This design comes from an exercise in tuning for small area, a short achievable clock period and few clock cycles on the open sky130 flow, not from production work. Only simulation tests tie the RTL to the original design; equivalence was not proved.

==> 08-16 <==
==> flow/design.v (excerpt) <==
module sprite_compositor (
    input  wire        clk,
    input  wire        rst,
    input  wire [15:0] cfg_tile_mult,
    input  wire [16:0] cfg_tile_len,
    input  wire [1:0]  cfg_pal_cnt,
    input  wire [15:0] cfg_nent0,
    input  wire [15:0] cfg_nent1,
    input  wire        cfg_debug,
    input  wire [7:0]  cfg_obj_count,    
    input  wire        pal_we,
    input  wire        pal_slot,
    input  wire [3:0]  pal_idx,
    input  wire [15:0] pal_wdata,
    input  wire        start,
    output wire        ready,
    output wire        oam_re,
    output wire [6:0]  oam_addr,
    input  wire [47:0] oam_rdata,
    output wire        tile_req,
    output wire [13:0] tile_addr,
    input  wire        tile_gnt,
    input  wire [31:0] tile_rdata,
    output reg         cv_we,
    output reg  [17:0] cv_addr,
    output wire [31:0] cv_wdata,
    output reg         done,
    output reg         err_empty,
    output wire [9:0]  min_x,            
    output wire [8:0]  min_y,            
    output wire [9:0]  canvas_w,
    output wire [8:0]  canvas_h,
    output reg         ev_tile_oor,
    output reg         ev_pidx_oor,
    output reg         ev_pnum_oor
);
export LEC_CHECK = 0
export ABC_AREA = 1
export ABC_CLOCK_PERIOD_IN_PS = 3800
export CAP_MARGIN = 20
export CORE_MARGIN = 2
export CORE_UTILIZATION = 60
export PLACE_DENSITY = 0.7
export SETUP_SLACK_MARGIN = 4.2
export SLEW_MARGIN = 20
create_clock -name core_clock -period 8.0 [get_ports {clk}]
run.sh (not shown) runs the stock make flow with config.mk's settings and CLKGATE_MAP_FILE= SYNTH_SCRIPT=/design/flow/synth_recipe.tcl, a recipe that flattens the netlist after the stock synthesis.
==> 09-09 (differences from 08-16) <==
--- a/flow/design.v
+++ b/flow/design.v
@@ -202,37 +202,41 @@
     reg [5:0]  f_n;
     reg [6:0]  f_lim;
     reg [2:0]  f_py, f_cnt;
     reg [7:0]  f_c0;
     reg        fits;
     reg        infl_v, infl_fit, infl_mk, infl_hf, infl_slot;
+    reg        bad_q;
     reg [7:0]  infl_c0;
     reg        e0_v, e0_mk, e0_sl;
     reg [31:0] e0_d;
     reg [7:0]  e0_m, e0_c0;
     reg        e1_v, e1_mk, e1_sl;
     reg [31:0] e1_d;
     reg [7:0]  e1_m, e1_c0;
     reg         room;            
-    assign tile_req  = f_on && fits && room;
+    reg         treq;            
+    assign tile_req  = treq;
     assign tile_addr = {f_src[10:0], f_py};
     wire        adv  = f_on && room && (tile_gnt || !fits);
     wire [5:0]  f_n_nx = f_dn ? f_n - 6'd1 : f_n + 6'd1;
     wire        f_last = adv && (f_cnt == 3'd0);
     wire        take   = (mu_st == M_RDY) && ((!f_on && !f_mk) || (f_last && !f_eor));
     wire [31:0] rw;
     wire [7:0]  rmask, rbad;
-    wire [15:0] nent = infl_slot ? cfg_nent1 : cfg_nent0;
-    wire        nbig = (nent[15:4] != 12'd0);
+    reg         nb0, nb1;
+    reg  [3:0]  n40, n41;
+    wire        nbig = infl_slot ? nb1 : nb0;
+    wire [3:0]  n4   = infl_slot ? n41 : n40;
     genvar g;
     generate
         for (g = 0; g < 8; g = g + 1) begin : g_pix
             assign rw[4*g +: 4] = infl_hf ? tile_rdata[4*(7-g) +: 4] : tile_rdata[4*g +: 4];
             wire [3:0] v = rw[4*g +: 4];
             wire draw = (v != 4'd0) || cfg_debug;
-            wire ok   = nbig || (v < nent[3:0]);
+            wire ok   = nbig || (v < n4);
             assign rmask[g] = infl_fit & draw & ok;
             assign rbad[g]  = draw & ~ok;
         end
     endgenerate
     reg [127:0] cov;             
     reg [17:0]  wrb;             
@@ -288,12 +292,13 @@
             16'b???0111111111111: fb = 4'd12;
             16'b??01111111111111: fb = 4'd13;
             16'b?011111111111111: fb = 4'd14;
             default:              fb = 4'd15;
         endcase
     end
+    wire [15:0] fb_oh;            
     reg  [2:0]  fkb [0:15];
     integer q;
     always @(*) begin
         for (q = 0; q < 16; q = q + 1) begin
             casez (cov[8*q +: 8])
                 8'b???????0: fkb[q] = 3'd0;
@@ -308,13 +313,16 @@
         end
     end
     wire [2:0]  fk = fkb[fb];
     wire [6:0]  fcol  = {fb, fk};
     wire [10:0] rem   = {1'b0, cw} - {1'b0, ws, 7'd0};
     wire        rfull = (rem[10:7] != 4'd0);
-    wire        fany  = (bfull != 16'hFFFF) && (rfull || fcol < rem[6:0]);
+    wire [3:0]  remb  = rem[6:3];
+    wire [15:0] ltb   = ~(16'hFFFF << remb);             
+    wire        f_eqb = fb_oh[remb] && (fkb[remb] < rem[2:0]);
+    wire        fany  = (bfull != 16'hFFFF) && (rfull || (fb_oh & ltb) != 16'd0 || f_eqb);
     wire        w_word = e0_v && !e0_mk;
     wire        w_fill = e0_v && e0_mk;
     wire        w_pix  = w_word && e0_mu != 8'd0;
     wire        set_v  = w_pix || (w_fill && fany);
     wire [6:0]  setc   = w_fill ? fcol : wcol;
     reg         fend;
@@ -324,22 +332,25 @@
     wire [8:0]  win_e  = {1'b0, win_c0};                
     wire [143:0] cext  = {8'hFF, cov, 8'hFF};
     wire [7:0]  win_lo = cext[{win_e[7:3], 3'd0} +: 8];
     wire [7:0]  win_hi = cext[{win_e[7:3] + 5'd1, 3'd0} +: 8];
     wire [15:0] win_2  = {win_hi, win_lo} >> win_e[2:0];
     wire [8:0]  win_d  = {1'b0, e0_c0} - {1'b0, win_c0};
-    wire [8:0]  win_o  = win_d + {6'd0, wk};
-    wire [7:0]  win_bp = (w_pix && win_o[8:3] == 6'd0) ? (8'd1 << win_o[2:0]) : 8'd0;
+    wire [8:0]  win_s  = 9'd8 - win_d;                     
+    wire        win_nr = (win_s[8:4] == 5'd0) && (win_s[3:0] != 4'd0);
+    wire [7:0]  e0_lb  = e0_mu & (~e0_mu + 8'd1);         
+    wire [15:0] win_sh = {e0_lb, 8'd0} >> win_s[3:0];
+    wire [7:0]  win_bp = (w_pix && win_nr) ? win_sh[7:0] : 8'd0;
     wire [7:0]  win_z  = (win_e[8:3] == 6'd0)  ? (8'hFF >> win_e[2:0]) :
                          (win_e[8:3] == 6'd16) ? ~(8'hFF >> win_e[2:0]) :
                          (win_e[8:3] == 6'd17) ? 8'hFF : 8'h00;
     wire [7:0]  wmask  = radv ? win_z : win;
     wire [7:0]  eff_in = (e1_v || (e0_mk && e0_v && !radv)) ? rmask : (rmask & ~wmask);
     wire        push   = infl_v && (infl_mk || eff_in != 8'd0);
     wire        push_raw = infl_v;      
-    wire        push_any = infl_v && (infl_mk || rmask != 8'd0);
+    wire        push_any = infl_v;
     reg         n_e0_v, n_e0_mk, n_e1_v;
     reg  [7:0]  n_e0_m;
     always @(*) begin
         n_e0_v  = e0_v;
         n_e0_mk = e0_mk;
         n_e0_m  = (w_word && !pop) ? e0_rest : e0_m;
@@ -350,23 +361,25 @@
                 n_e0_mk = e1_mk;
                 n_e0_m  = e1_m;
                 n_e1_v  = push_any;
             end else begin
                 n_e0_v  = push_any;
                 n_e0_mk = infl_mk;
-                n_e0_m  = rmask;
+                n_e0_m  = 8'hFF;
             end
         end else if (push_any) begin
             n_e1_v = 1'b1;
         end
     end
     wire        n_infl = adv || (f_mk && room);
     wire        n_pop  = n_e0_v && !n_e0_mk && ((n_e0_m & (n_e0_m - 8'd1)) == 8'd0);
+    wire        f_on_nx = (take && !mu_nw) ? 1'b1 : (adv && f_cnt == 3'd0) ? 1'b0 : f_on;
+    wire        fits_nx = (take && !mu_nw) ? ({1'b0, j_n} < j_lim) :
+                          (adv && f_cnt != 3'd0) ? ({1'b0, f_n_nx} < f_lim) : fits;
     wire [1:0]  n_occ  = {1'b0, n_e0_v} + {1'b0, n_e1_v} + {1'b0, n_infl} - {1'b0, n_pop};
     wire [7:0]  win    = win_2[7:0];
-    wire [15:0] fb_oh;
     wire [127:0] fz_oh;
     generate
         for (b = 0; b < 16; b = b + 1) begin : g_fz
             if (b == 0) begin : g0
                 assign fb_oh[b] = ~bfull[b];
             end else begin : gn
@@ -413,16 +426,18 @@
             oa_v    <= 1'b0;
             bv      <= 1'b0;
             mu_st   <= M_IDLE;
             f_on    <= 1'b0;
             f_mk    <= 1'b0;
             infl_v  <= 1'b0;
+            bad_q   <= 1'b0;
             e0_v    <= 1'b0;
             e1_v    <= 1'b0;
             p_we    <= 1'b0;
             room    <= 1'b1;
+            treq    <= 1'b0;
             cv_we   <= 1'b0;
             fin     <= 1'b0;
             done    <= 1'b0;
         end else begin
             done <= 1'b0;
             arr_i <= rd_i;
@@ -467,12 +482,16 @@
                         if (first || a_xe > bb_maxx) bb_maxx <= a_xe;
                         if (first || a_ye > bb_maxy) bb_maxy <= a_ye;
                     end
                     if (!rd_on && !arr_v && !bv) st <= S_DIM;
                 end
                 S_DIM: begin
+                    nb0 <= (cfg_nent0[15:4] != 12'd0);
+                    nb1 <= (cfg_nent1[15:4] != 12'd0);
+                    n40 <= cfg_nent0[3:0];
+                    n41 <= cfg_nent1[3:0];
                     bb_maxx <= bb_maxx - bb_minx;
                     bb_maxy <= bb_maxy - bb_miny;
                     cov <= {128{1'b0}};
                     wrb    <= 18'd0;
                     wr     <= 9'd0;
                     ws     <= 3'd0;
@@ -564,12 +583,13 @@
                         mu_st <= M_IDLE;
                     end
                 end
                 default: ;
             endcase
             room     <= (n_occ <= 2'd1);
+            treq     <= f_on_nx && fits_nx && (n_occ <= 2'd1);
             infl_v   <= adv || (f_mk && room);
             infl_mk  <= !f_on;
             infl_fit <= fits;
             infl_c0  <= f_c0;
             infl_slot <= f_slot;
             infl_hf  <= f_dn;
@@ -584,13 +604,14 @@
                     f_src <= f_dn ? f_src - 12'd1 : f_src + 12'd1;
                     f_c0  <= f_c0 + 8'd8;
                     fits  <= ({1'b0, f_n_nx} < f_lim);
                 end
             end
             if (f_mk && room) f_mk <= 1'b0;
-            if (infl_v && infl_fit && !infl_mk && (rbad != 8'd0)) ev_pidx_oor <= 1'b1;
+            bad_q <= infl_v && infl_fit && !infl_mk && (rbad != 8'd0);
+            if (bad_q) ev_pidx_oor <= 1'b1;
             p_we   <= set_v;
             p_bg   <= w_fill;
             p_sl   <= e0_sl;
             p_v    <= wv;
             p_col  <= setc;
             radv_d <= radv;
==> notes <==
- Of 08-16 and 09-09, 09-09 has the higher clock skew (gap 0.0041 ns).
- In 09-09 the wire length is higher than in 08-16, by about 10%.
- Between 09-09 and 08-16, the lower non-clock buffer count is in 09-09 (gap 85).
- Against 09-09, the worst setup slack of 08-16 is lower by 0.12 ns.
- Between 08-16 and 09-09, the lower die area is in 08-16 (gap about 2.7%, measured against 09-09).
- Between 08-16 and 09-09, the lower synthesized cell count is in 08-16 (gap 4.3%, measured against 09-09).
- In 09-09 the area after synthesis is larger than in 08-16, by about 2.8%.
Testbench counts of 08-16, summed over its fixed seeds: cycles 208,024.
Testbench counts of 09-09, summed over its fixed seeds: cycles 208,024.

==> build 65 <==
sprite_compositor, a different RTL version from the one above (not shown whole).
export LEC_CHECK = 0
export ABC_AREA = 1
export ABC_CLOCK_PERIOD_IN_PS = 3500
export CAP_MARGIN = 20
export CORE_MARGIN = 2
export CORE_UTILIZATION = 60
export PLACE_DENSITY = 0.75
export SETUP_SLACK_MARGIN = 4.5
export SLEW_MARGIN = 20
create_clock -name core_clock -period 8.0 [get_ports {clk}]
==> build 44 (differences from build 65) <==
--- a/flow/design.v
+++ b/flow/design.v
@@ -82,17 +82,16 @@
     localparam S_CLR  = 4'd4;    
     localparam S_RD   = 4'd5;    
     localparam S_CAP  = 4'd6;    
     localparam S_SET  = 4'd7;    
     localparam S_ADR  = 4'd8;    
     localparam S_FET  = 4'd9;    
     localparam S_DRN  = 4'd10;   
     localparam S_FIT  = 4'd11;   
-    localparam S_FI2  = 4'd12;   
     function [3:0] cells_w;
         input [1:0] shape;
         input [1:0] size;
         begin
             case ({shape, size})
                 4'b00_00: cells_w = 4'd1;  4'b00_01: cells_w = 4'd2;
                 4'b00_10: cells_w = 4'd4;  4'b00_11: cells_w = 4'd8;
                 4'b01_00: cells_w = 4'd2;  4'b01_01: cells_w = 4'd4;
@@ -171,18 +170,18 @@
     reg [11:0] src;              
     reg        bsat;             
     reg [3:0]  mcnt;
     reg        infl_v;           
     reg        infl_fit;
     wire [11:0] tile_cnt = cfg_tile_len[16:5];
     reg [5:0]   ncell;           
     reg [6:0]   lim;             
-    reg         fits;            
-    reg         fet;             
+    wire        fits = ({1'b0, ncell} < lim);
+    wire        fet      = (st == S_FET);
     wire        last_x   = ({1'b0, tx} == tw - 4'd1);
     wire        last_row = ({1'b0, dy[5:3]} == th - 4'd1) && (dy[2:0] == 3'd7);
     wire        back     = last_x && dy[2:0] != 3'd7;
     wire [11:0] src_adv  = back ? src - {8'd0, tw - 4'd1} : src + 12'd1;
     wire [5:0]  ncell_adv = back ? ncell - {2'd0, tw - 4'd1} : ncell + 6'd1;
     wire [12:0] room_cells = {1'b0, tile_cnt} - {1'b0, src};
     reg        e0_v, e1_v;
     reg [31:0] e0_d, e1_d;
@@ -205,41 +204,39 @@
             default:     wk = 3'd7;
         endcase
     end
     wire [3:0]  wv = e0_d[{wk, 2'b00} +: 4];
     wire        last_wx = ({1'b0, wtx} == tw - 4'd1);
     wire [17:0] vstep = vf ? 18'd0 - {8'd0, cw} : {8'd0, cw};
     wire [17:0] hback = hf ? {11'd0, tw - 4'd1, 3'd0} : 18'd0 - {11'd0, tw - 4'd1, 3'd0};
     reg  [17:0] rstep;
-    wire        room = ~((e0_v & e1_v) | (e0_v & infl_v) | (e1_v & infl_v));
+    wire [1:0]  occ  = {1'b0, e0_v} + {1'b0, e1_v} + {1'b0, infl_v} - {1'b0, pop};
+    wire        room = (occ <= 2'd1);
     assign tile_req  = fet && fits && room;
     assign tile_addr = {src[10:0], dy[2:0]};
     wire        adv  = fet && room && (tile_gnt || !fits);
     wire [7:0]  rmask, rbad;
     genvar g;
     generate
         for (g = 0; g < 8; g = g + 1) begin : g_pix
             wire [3:0] v   = tile_rdata[4*g +: 4];
             wire draw = (v != 4'd0) || cfg_debug;
             wire ok   = nbig || (v < nent[3:0]);
             assign rmask[g] = infl_fit & draw & ok;
             assign rbad[g]  = draw & ~ok;
         end
     endgenerate
     wire [23:0] rgb;
     reg  [23:0] cv_rgb;
-    reg         p_we;            
-    reg  [3:0]  p_v;
-    reg  [17:0] p_addr;
     reg         cv_hi;
     sprite_renderer u_pal (
         .clk(clk),
         .pal_we(pal_we), .pal_slot(pal_slot), .pal_idx(pal_idx), .pal_wdata(pal_wdata),
-        .slot(slot), .idx(p_v), .rgb(rgb)
+        .slot(slot), .idx(wv), .rgb(rgb)
     );
     assign cv_wdata = {{8{cv_hi}}, cv_rgb};
     assign ready    = (st == S_IDLE);
     assign oam_re   = (st == S_BB && bb_iss) || (st == S_RD);
     assign oam_addr = idx;
     wire        ybit = dy[5];
     wire [17:0] wca_mul = {wca[16:0], 1'b0} + (ybit ? {8'd0, cw} : 18'd0);
     wire        tbit = oa_tidx[4'd9 - mcnt];
@@ -247,21 +244,19 @@
     wire        src_sat = (src_mul[13:11] != 3'd0) || (tbit && cfg_tile_mult[15:12] != 4'd0);
     always @(posedge clk) begin
         if (rst) begin
             st      <= S_IDLE;
             bb_iss  <= 1'b0;
             rd_v    <= 1'b0;
             bv      <= 1'b0;
             infl_v  <= 1'b0;
-            fet     <= 1'b0;
             e0_v    <= 1'b0;
             e1_v    <= 1'b0;
             cv_we   <= 1'b0;
-            p_we    <= 1'b0;
             done    <= 1'b0;
         end else begin
             done   <= 1'b0;
             rd_v   <= oam_re;
             bv     <= rd_v && (st == S_BB);
             infl_v <= adv;
             infl_fit <= fits;
             case (st)
@@ -356,36 +351,27 @@
                 end
                 S_FIT: begin
                     if (bsat || room_cells[12])      lim <= 7'd0;
                     else if (room_cells[11:6] != 0)  lim <= 7'd64;
                     else                             lim <= {1'b0, room_cells[5:0]};
                     ncell <= 6'd0;
                     if (hf) wca <= wca + {11'd0, tw - 4'd1, 3'd0};
                     rstep <= vstep + hback;
-                    st    <= S_FI2;
-                end
-                S_FI2: begin
-                    fits <= (lim != 7'd0);
-                    fet  <= 1'b1;
-                    st   <= S_FET;
+                    st    <= S_FET;
                 end
                 S_FET: begin
                     if (fet && !fits) ev_tile_oor <= 1'b1;
                     if (adv) begin
                         src   <= src_adv;
                         ncell <= ncell_adv;
-                        fits  <= ({1'b0, ncell_adv} < lim);
                         if (last_x) begin
                             tx  <= 3'd0;
                             dy  <= dy + 6'd1;
-                            if (last_row) begin
-                                fet <= 1'b0;
-                                st  <= S_DRN;
-                            end
+                            if (last_row) st <= S_DRN;
                         end else begin
                             tx  <= tx + 3'd1;
                         end
                     end
                 end
                 S_DRN: begin
                     if (!infl_v && !e0_v) begin
                         if (idx == 7'd0) begin
@@ -402,29 +388,23 @@
             if (infl_v && infl_fit && (rbad != 8'd0)) ev_pidx_oor <= 1'b1;
             if (st == S_CLR) begin
                 cv_we   <= 1'b1;
                 cv_addr <= cv_addr + 18'd1;
                 cv_hi   <= cfg_debug;
                 cv_rgb  <= {24{cfg_debug}};
             end else if (!mobj) begin
                 cv_we   <= 1'b0;
-            p_we    <= 1'b0;
                 cv_addr <= 18'h3FFFF;
             end else begin
-                cv_we   <= p_we;
-                cv_addr <= p_addr;
+                cv_we   <= wen && (e0_m != 8'd0);
+                cv_addr <= wca + {15'd0, wk ^ {3{hf}}};
                 cv_hi   <= 1'b1;
                 cv_rgb  <= rgb;
             end
-            p_we   <= wen && (e0_m != 8'd0);
-            p_v    <= wv;
-            p_addr <= wca + {15'd0, wk ^ {3{hf}}};
-            if (1'b0) begin
-            end
             if (pop) begin
                 if (last_wx) begin
                     wtx <= 3'd0;
                     wca <= wca + rstep;
                 end else begin
                     wtx <= wtx + 3'd1;
                     wca <= hf ? wca - 18'd8 : wca + 18'd8;
                 end
==> flow/config.mk (replaced) <==
export PLATFORM = sky130hd
export DESIGN_NAME = sprite_compositor
export DESIGN_NICKNAME = sprite_compositor
export VERILOG_FILES = /design/flow/design.v
export SDC_FILE = /design/flow/constraint.sdc
export NUM_CORES = 4
export LEC_CHECK = 0
export ABC_AREA = 1
export CAP_MARGIN = 20
export CORE_MARGIN = 2
export CORE_UTILIZATION = 40
export PLACE_DENSITY = 0.6
export SLEW_MARGIN = 20
==> build 28 (differences from build 65) <==
--- a/flow/design.v
+++ b/flow/design.v
@@ -82,17 +82,16 @@
     localparam S_CLR  = 4'd4;    
     localparam S_RD   = 4'd5;    
     localparam S_CAP  = 4'd6;    
     localparam S_SET  = 4'd7;    
     localparam S_ADR  = 4'd8;    
     localparam S_FET  = 4'd9;    
     localparam S_DRN  = 4'd10;   
     localparam S_FIT  = 4'd11;   
-    localparam S_FI2  = 4'd12;   
     function [3:0] cells_w;
         input [1:0] shape;
         input [1:0] size;
         begin
             case ({shape, size})
                 4'b00_00: cells_w = 4'd1;  4'b00_01: cells_w = 4'd2;
                 4'b00_10: cells_w = 4'd4;  4'b00_11: cells_w = 4'd8;
                 4'b01_00: cells_w = 4'd2;  4'b01_01: cells_w = 4'd4;
@@ -171,18 +170,18 @@
     reg [11:0] src;              
     reg        bsat;             
     reg [3:0]  mcnt;
     reg        infl_v;           
     reg        infl_fit;
     wire [11:0] tile_cnt = cfg_tile_len[16:5];
     reg [5:0]   ncell;           
     reg [6:0]   lim;             
-    reg         fits;            
-    reg         fet;             
+    wire        fits = ({1'b0, ncell} < lim);
+    wire        fet      = (st == S_FET);
     wire        last_x   = ({1'b0, tx} == tw - 4'd1);
     wire        last_row = ({1'b0, dy[5:3]} == th - 4'd1) && (dy[2:0] == 3'd7);
     wire        back     = last_x && dy[2:0] != 3'd7;
     wire [11:0] src_adv  = back ? src - {8'd0, tw - 4'd1} : src + 12'd1;
     wire [5:0]  ncell_adv = back ? ncell - {2'd0, tw - 4'd1} : ncell + 6'd1;
     wire [12:0] room_cells = {1'b0, tile_cnt} - {1'b0, src};
     reg        e0_v, e1_v;
     reg [31:0] e0_d, e1_d;
@@ -205,41 +204,39 @@
             default:     wk = 3'd7;
         endcase
     end
     wire [3:0]  wv = e0_d[{wk, 2'b00} +: 4];
     wire        last_wx = ({1'b0, wtx} == tw - 4'd1);
     wire [17:0] vstep = vf ? 18'd0 - {8'd0, cw} : {8'd0, cw};
     wire [17:0] hback = hf ? {11'd0, tw - 4'd1, 3'd0} : 18'd0 - {11'd0, tw - 4'd1, 3'd0};
     reg  [17:0] rstep;
-    wire        room = ~((e0_v & e1_v) | (e0_v & infl_v) | (e1_v & infl_v));
+    wire [1:0]  occ  = {1'b0, e0_v} + {1'b0, e1_v} + {1'b0, infl_v} - {1'b0, pop};
+    wire        room = (occ <= 2'd1);
     assign tile_req  = fet && fits && room;
     assign tile_addr = {src[10:0], dy[2:0]};
     wire        adv  = fet && room && (tile_gnt || !fits);
     wire [7:0]  rmask, rbad;
     genvar g;
     generate
         for (g = 0; g < 8; g = g + 1) begin : g_pix
             wire [3:0] v   = tile_rdata[4*g +: 4];
             wire draw = (v != 4'd0) || cfg_debug;
             wire ok   = nbig || (v < nent[3:0]);
             assign rmask[g] = infl_fit & draw & ok;
             assign rbad[g]  = draw & ~ok;
         end
     endgenerate
     wire [23:0] rgb;
     reg  [23:0] cv_rgb;
-    reg         p_we;            
-    reg  [3:0]  p_v;
-    reg  [17:0] p_addr;
     reg         cv_hi;
     sprite_renderer u_pal (
         .clk(clk),
         .pal_we(pal_we), .pal_slot(pal_slot), .pal_idx(pal_idx), .pal_wdata(pal_wdata),
-        .slot(slot), .idx(p_v), .rgb(rgb)
+        .slot(slot), .idx(wv), .rgb(rgb)
     );
     assign cv_wdata = {{8{cv_hi}}, cv_rgb};
     assign ready    = (st == S_IDLE);
     assign oam_re   = (st == S_BB && bb_iss) || (st == S_RD);
     assign oam_addr = idx;
     wire        ybit = dy[5];
     wire [17:0] wca_mul = {wca[16:0], 1'b0} + (ybit ? {8'd0, cw} : 18'd0);
     wire        tbit = oa_tidx[4'd9 - mcnt];
@@ -247,21 +244,19 @@
     wire        src_sat = (src_mul[13:11] != 3'd0) || (tbit && cfg_tile_mult[15:12] != 4'd0);
     always @(posedge clk) begin
         if (rst) begin
             st      <= S_IDLE;
             bb_iss  <= 1'b0;
             rd_v    <= 1'b0;
             bv      <= 1'b0;
             infl_v  <= 1'b0;
-            fet     <= 1'b0;
             e0_v    <= 1'b0;
             e1_v    <= 1'b0;
             cv_we   <= 1'b0;
-            p_we    <= 1'b0;
             done    <= 1'b0;
         end else begin
             done   <= 1'b0;
             rd_v   <= oam_re;
             bv     <= rd_v && (st == S_BB);
             infl_v <= adv;
             infl_fit <= fits;
             case (st)
@@ -356,36 +351,27 @@
                 end
                 S_FIT: begin
                     if (bsat || room_cells[12])      lim <= 7'd0;
                     else if (room_cells[11:6] != 0)  lim <= 7'd64;
                     else                             lim <= {1'b0, room_cells[5:0]};
                     ncell <= 6'd0;
                     if (hf) wca <= wca + {11'd0, tw - 4'd1, 3'd0};
                     rstep <= vstep + hback;
-                    st    <= S_FI2;
-                end
-                S_FI2: begin
-                    fits <= (lim != 7'd0);
-                    fet  <= 1'b1;
-                    st   <= S_FET;
+                    st    <= S_FET;
                 end
                 S_FET: begin
                     if (fet && !fits) ev_tile_oor <= 1'b1;
                     if (adv) begin
                         src   <= src_adv;
                         ncell <= ncell_adv;
-                        fits  <= ({1'b0, ncell_adv} < lim);
                         if (last_x) begin
                             tx  <= 3'd0;
                             dy  <= dy + 6'd1;
-                            if (last_row) begin
-                                fet <= 1'b0;
-                                st  <= S_DRN;
-                            end
+                            if (last_row) st <= S_DRN;
                         end else begin
                             tx  <= tx + 3'd1;
                         end
                     end
                 end
                 S_DRN: begin
                     if (!infl_v && !e0_v) begin
                         if (idx == 7'd0) begin
@@ -402,29 +388,23 @@
             if (infl_v && infl_fit && (rbad != 8'd0)) ev_pidx_oor <= 1'b1;
             if (st == S_CLR) begin
                 cv_we   <= 1'b1;
                 cv_addr <= cv_addr + 18'd1;
                 cv_hi   <= cfg_debug;
                 cv_rgb  <= {24{cfg_debug}};
             end else if (!mobj) begin
                 cv_we   <= 1'b0;
-            p_we    <= 1'b0;
                 cv_addr <= 18'h3FFFF;
             end else begin
-                cv_we   <= p_we;
-                cv_addr <= p_addr;
+                cv_we   <= wen && (e0_m != 8'd0);
+                cv_addr <= wca + {15'd0, wk ^ {3{hf}}};
                 cv_hi   <= 1'b1;
                 cv_rgb  <= rgb;
             end
-            p_we   <= wen && (e0_m != 8'd0);
-            p_v    <= wv;
-            p_addr <= wca + {15'd0, wk ^ {3{hf}}};
-            if (1'b0) begin
-            end
             if (pop) begin
                 if (last_wx) begin
                     wtx <= 3'd0;
                     wca <= wca + rstep;
                 end else begin
                     wtx <= wtx + 3'd1;
                     wca <= hf ? wca - 18'd8 : wca + 18'd8;
                 end
==> flow/config.mk (replaced) <==
export PLATFORM = sky130hd
export DESIGN_NAME = sprite_compositor
export DESIGN_NICKNAME = sprite_compositor
export VERILOG_FILES = /design/flow/design.v
export SDC_FILE = /design/flow/constraint.sdc
export NUM_CORES = 4
export LEC_CHECK = 0
export ABC_AREA = 1
export ABC_CLOCK_PERIOD_IN_PS = 4000
export CAP_MARGIN = 20
export CORE_MARGIN = 2
export CORE_UTILIZATION = 60
export PLACE_DENSITY = 0.75
export SETUP_SLACK_MARGIN = 4.0
export SLEW_MARGIN = 20
==> build 45 (differences from build 65) <==
--- a/flow/design.v
+++ b/flow/design.v
@@ -82,17 +82,16 @@
     localparam S_CLR  = 4'd4;    
     localparam S_RD   = 4'd5;    
     localparam S_CAP  = 4'd6;    
     localparam S_SET  = 4'd7;    
     localparam S_ADR  = 4'd8;    
     localparam S_FET  = 4'd9;    
     localparam S_DRN  = 4'd10;   
     localparam S_FIT  = 4'd11;   
-    localparam S_FI2  = 4'd12;   
     function [3:0] cells_w;
         input [1:0] shape;
         input [1:0] size;
         begin
             case ({shape, size})
                 4'b00_00: cells_w = 4'd1;  4'b00_01: cells_w = 4'd2;
                 4'b00_10: cells_w = 4'd4;  4'b00_11: cells_w = 4'd8;
                 4'b01_00: cells_w = 4'd2;  4'b01_01: cells_w = 4'd4;
@@ -171,18 +170,18 @@
     reg [11:0] src;              
     reg        bsat;             
     reg [3:0]  mcnt;
     reg        infl_v;           
     reg        infl_fit;
     wire [11:0] tile_cnt = cfg_tile_len[16:5];
     reg [5:0]   ncell;           
     reg [6:0]   lim;             
-    reg         fits;            
-    reg         fet;             
+    wire        fits = ({1'b0, ncell} < lim);
+    wire        fet      = (st == S_FET);
     wire        last_x   = ({1'b0, tx} == tw - 4'd1);
     wire        last_row = ({1'b0, dy[5:3]} == th - 4'd1) && (dy[2:0] == 3'd7);
     wire        back     = last_x && dy[2:0] != 3'd7;
     wire [11:0] src_adv  = back ? src - {8'd0, tw - 4'd1} : src + 12'd1;
     wire [5:0]  ncell_adv = back ? ncell - {2'd0, tw - 4'd1} : ncell + 6'd1;
     wire [12:0] room_cells = {1'b0, tile_cnt} - {1'b0, src};
     reg        e0_v, e1_v;
     reg [31:0] e0_d, e1_d;
@@ -205,41 +204,39 @@
             default:     wk = 3'd7;
         endcase
     end
     wire [3:0]  wv = e0_d[{wk, 2'b00} +: 4];
     wire        last_wx = ({1'b0, wtx} == tw - 4'd1);
     wire [17:0] vstep = vf ? 18'd0 - {8'd0, cw} : {8'd0, cw};
     wire [17:0] hback = hf ? {11'd0, tw - 4'd1, 3'd0} : 18'd0 - {11'd0, tw - 4'd1, 3'd0};
     reg  [17:0] rstep;
-    wire        room = ~((e0_v & e1_v) | (e0_v & infl_v) | (e1_v & infl_v));
+    wire [1:0]  occ  = {1'b0, e0_v} + {1'b0, e1_v} + {1'b0, infl_v} - {1'b0, pop};
+    wire        room = (occ <= 2'd1);
     assign tile_req  = fet && fits && room;
     assign tile_addr = {src[10:0], dy[2:0]};
     wire        adv  = fet && room && (tile_gnt || !fits);
     wire [7:0]  rmask, rbad;
     genvar g;
     generate
         for (g = 0; g < 8; g = g + 1) begin : g_pix
             wire [3:0] v   = tile_rdata[4*g +: 4];
             wire draw = (v != 4'd0) || cfg_debug;
             wire ok   = nbig || (v < nent[3:0]);
             assign rmask[g] = infl_fit & draw & ok;
             assign rbad[g]  = draw & ~ok;
         end
     endgenerate
     wire [23:0] rgb;
     reg  [23:0] cv_rgb;
-    reg         p_we;            
-    reg  [3:0]  p_v;
-    reg  [17:0] p_addr;
     reg         cv_hi;
     sprite_renderer u_pal (
         .clk(clk),
         .pal_we(pal_we), .pal_slot(pal_slot), .pal_idx(pal_idx), .pal_wdata(pal_wdata),
-        .slot(slot), .idx(p_v), .rgb(rgb)
+        .slot(slot), .idx(wv), .rgb(rgb)
     );
     assign cv_wdata = {{8{cv_hi}}, cv_rgb};
     assign ready    = (st == S_IDLE);
     assign oam_re   = (st == S_BB && bb_iss) || (st == S_RD);
     assign oam_addr = idx;
     wire        ybit = dy[5];
     wire [17:0] wca_mul = {wca[16:0], 1'b0} + (ybit ? {8'd0, cw} : 18'd0);
     wire        tbit = oa_tidx[4'd9 - mcnt];
@@ -247,21 +244,19 @@
     wire        src_sat = (src_mul[13:11] != 3'd0) || (tbit && cfg_tile_mult[15:12] != 4'd0);
     always @(posedge clk) begin
         if (rst) begin
             st      <= S_IDLE;
             bb_iss  <= 1'b0;
             rd_v    <= 1'b0;
             bv      <= 1'b0;
             infl_v  <= 1'b0;
-            fet     <= 1'b0;
             e0_v    <= 1'b0;
             e1_v    <= 1'b0;
             cv_we   <= 1'b0;
-            p_we    <= 1'b0;
             done    <= 1'b0;
         end else begin
             done   <= 1'b0;
             rd_v   <= oam_re;
             bv     <= rd_v && (st == S_BB);
             infl_v <= adv;
             infl_fit <= fits;
             case (st)
@@ -356,36 +351,27 @@
                 end
                 S_FIT: begin
                     if (bsat || room_cells[12])      lim <= 7'd0;
                     else if (room_cells[11:6] != 0)  lim <= 7'd64;
                     else                             lim <= {1'b0, room_cells[5:0]};
                     ncell <= 6'd0;
                     if (hf) wca <= wca + {11'd0, tw - 4'd1, 3'd0};
                     rstep <= vstep + hback;
-                    st    <= S_FI2;
-                end
-                S_FI2: begin
-                    fits <= (lim != 7'd0);
-                    fet  <= 1'b1;
-                    st   <= S_FET;
+                    st    <= S_FET;
                 end
                 S_FET: begin
                     if (fet && !fits) ev_tile_oor <= 1'b1;
                     if (adv) begin
                         src   <= src_adv;
                         ncell <= ncell_adv;
-                        fits  <= ({1'b0, ncell_adv} < lim);
                         if (last_x) begin
                             tx  <= 3'd0;
                             dy  <= dy + 6'd1;
-                            if (last_row) begin
-                                fet <= 1'b0;
-                                st  <= S_DRN;
-                            end
+                            if (last_row) st <= S_DRN;
                         end else begin
                             tx  <= tx + 3'd1;
                         end
                     end
                 end
                 S_DRN: begin
                     if (!infl_v && !e0_v) begin
                         if (idx == 7'd0) begin
@@ -402,29 +388,23 @@
             if (infl_v && infl_fit && (rbad != 8'd0)) ev_pidx_oor <= 1'b1;
             if (st == S_CLR) begin
                 cv_we   <= 1'b1;
                 cv_addr <= cv_addr + 18'd1;
                 cv_hi   <= cfg_debug;
                 cv_rgb  <= {24{cfg_debug}};
             end else if (!mobj) begin
                 cv_we   <= 1'b0;
-            p_we    <= 1'b0;
                 cv_addr <= 18'h3FFFF;
             end else begin
-                cv_we   <= p_we;
-                cv_addr <= p_addr;
+                cv_we   <= wen && (e0_m != 8'd0);
+                cv_addr <= wca + {15'd0, wk ^ {3{hf}}};
                 cv_hi   <= 1'b1;
                 cv_rgb  <= rgb;
             end
-            p_we   <= wen && (e0_m != 8'd0);
-            p_v    <= wv;
-            p_addr <= wca + {15'd0, wk ^ {3{hf}}};
-            if (1'b0) begin
-            end
             if (pop) begin
                 if (last_wx) begin
                     wtx <= 3'd0;
                     wca <= wca + rstep;
                 end else begin
                     wtx <= wtx + 3'd1;
                     wca <= hf ? wca - 18'd8 : wca + 18'd8;
                 end
==> flow/config.mk (replaced) <==
export PLATFORM = sky130hd
export DESIGN_NAME = sprite_compositor
export DESIGN_NICKNAME = sprite_compositor
export VERILOG_FILES = /design/flow/design.v
export SDC_FILE = /design/flow/constraint.sdc
export NUM_CORES = 4
export LEC_CHECK = 0
export ABC_AREA = 1
export CAP_MARGIN = 20
export CORE_MARGIN = 2
export CORE_UTILIZATION = 40
export PLACE_DENSITY = 0.6
export SETUP_SLACK_MARGIN = 4.0
export SLEW_MARGIN = 20
==> results_dict.tcl <==
set metrics [dict create \
    status "timing/DRC/antenna clean" \
    synth_area_leaders "edfxtp_1, nand2_1, ha_1, nand3_1, inv_1" \
    layout-drive-gt1-share_pct 11.56 \
    multi_input_comb_cells 3145 \
    synth_most_common_cell "nand2_1" \
]
(the above is from build 45)
==> results_dict.tcl <==
set metrics [dict create \
    layout-drive-gt1-share_pct 9.087 \
    highest_layer "met4" \
    multi_input_comb_cells 3145 \
    status "timing/DRC/antenna clean" \
    synth_area_leaders "edfxtp_1, nand2_1, ha_1, nand3_1, inv_1" \
    synth_most_common_cell "nand2_1" \
    cp-end-kind "output pin" \
]
(the above is from build 28)
==> results_dict.tcl <==
set metrics [dict create \
    status "timing/DRC/antenna clean" \
    synth_most_common_cell "nand2_1" \
    layout-drive-gt1-share_pct 5.393 \
    synth_area_leaders "edfxtp_1, nand2_1, ha_1, nand3_1, inv_1" \
    multi_input_comb_cells 3140 \
    seq_area_frac_synth_pct 52.36 \
]
(the above is from build 44)
==> results_dict.tcl <==
set metrics [dict create \
    drc 0 \
    status "timing/DRC/antenna clean" \
    layout-drive-gt1-share_pct 10.62 \
    multi_input_comb_cells 3232 \
]
(the above is from build 65)
Testbench counts of build 65, summed over its fixed seeds: cycles 340,488.
Testbench counts of build 44, summed over its fixed seeds: cycles 339,735.
Testbench counts of build 28, summed over its fixed seeds: cycles 339,735.
Testbench counts of build 45, summed over its fixed seeds: cycles 339,735.

## separate check: timing with driven ports
In the flow no input, the clock included, has a driving cell. The finished layouts below were timed again as built, in two steps. Step 1, drivers: a clkbuf_16 drives clk and a buf_2 each remaining input, both assumed. Step 2 times the ports against the registers' clock, not the clock port: input delays grow and output delays shrink by t, the midpoint of the rising clock arrivals with the driver on. Slacks: no drivers / after step 1 / after step 2; pairs: no drivers / after step 1.
run	t, ns	setup WS [ns]	worst data-port slew with drivers (ns)
08-16	0.783	3.902 / 3.951 / 3.168	0.12
09-09	0.805	4.021 / 4.021 / 3.486	0.12
build 65	0.708	4.348 / 4.348 / 3.866	0.10
build 44	0.729	1.442 / 1.371 / 1.991	0.09
build 28	0.705	3.278 / 3.214 / 3.406	0.07
build 45	0.746	3.224 / 3.155 / 3.484	0.13
After both steps setup and hold are still met in every run listed. The setup slack of 08-16, which loses most, moves by +0.049 ns with the drivers and by -0.734 ns with both steps.
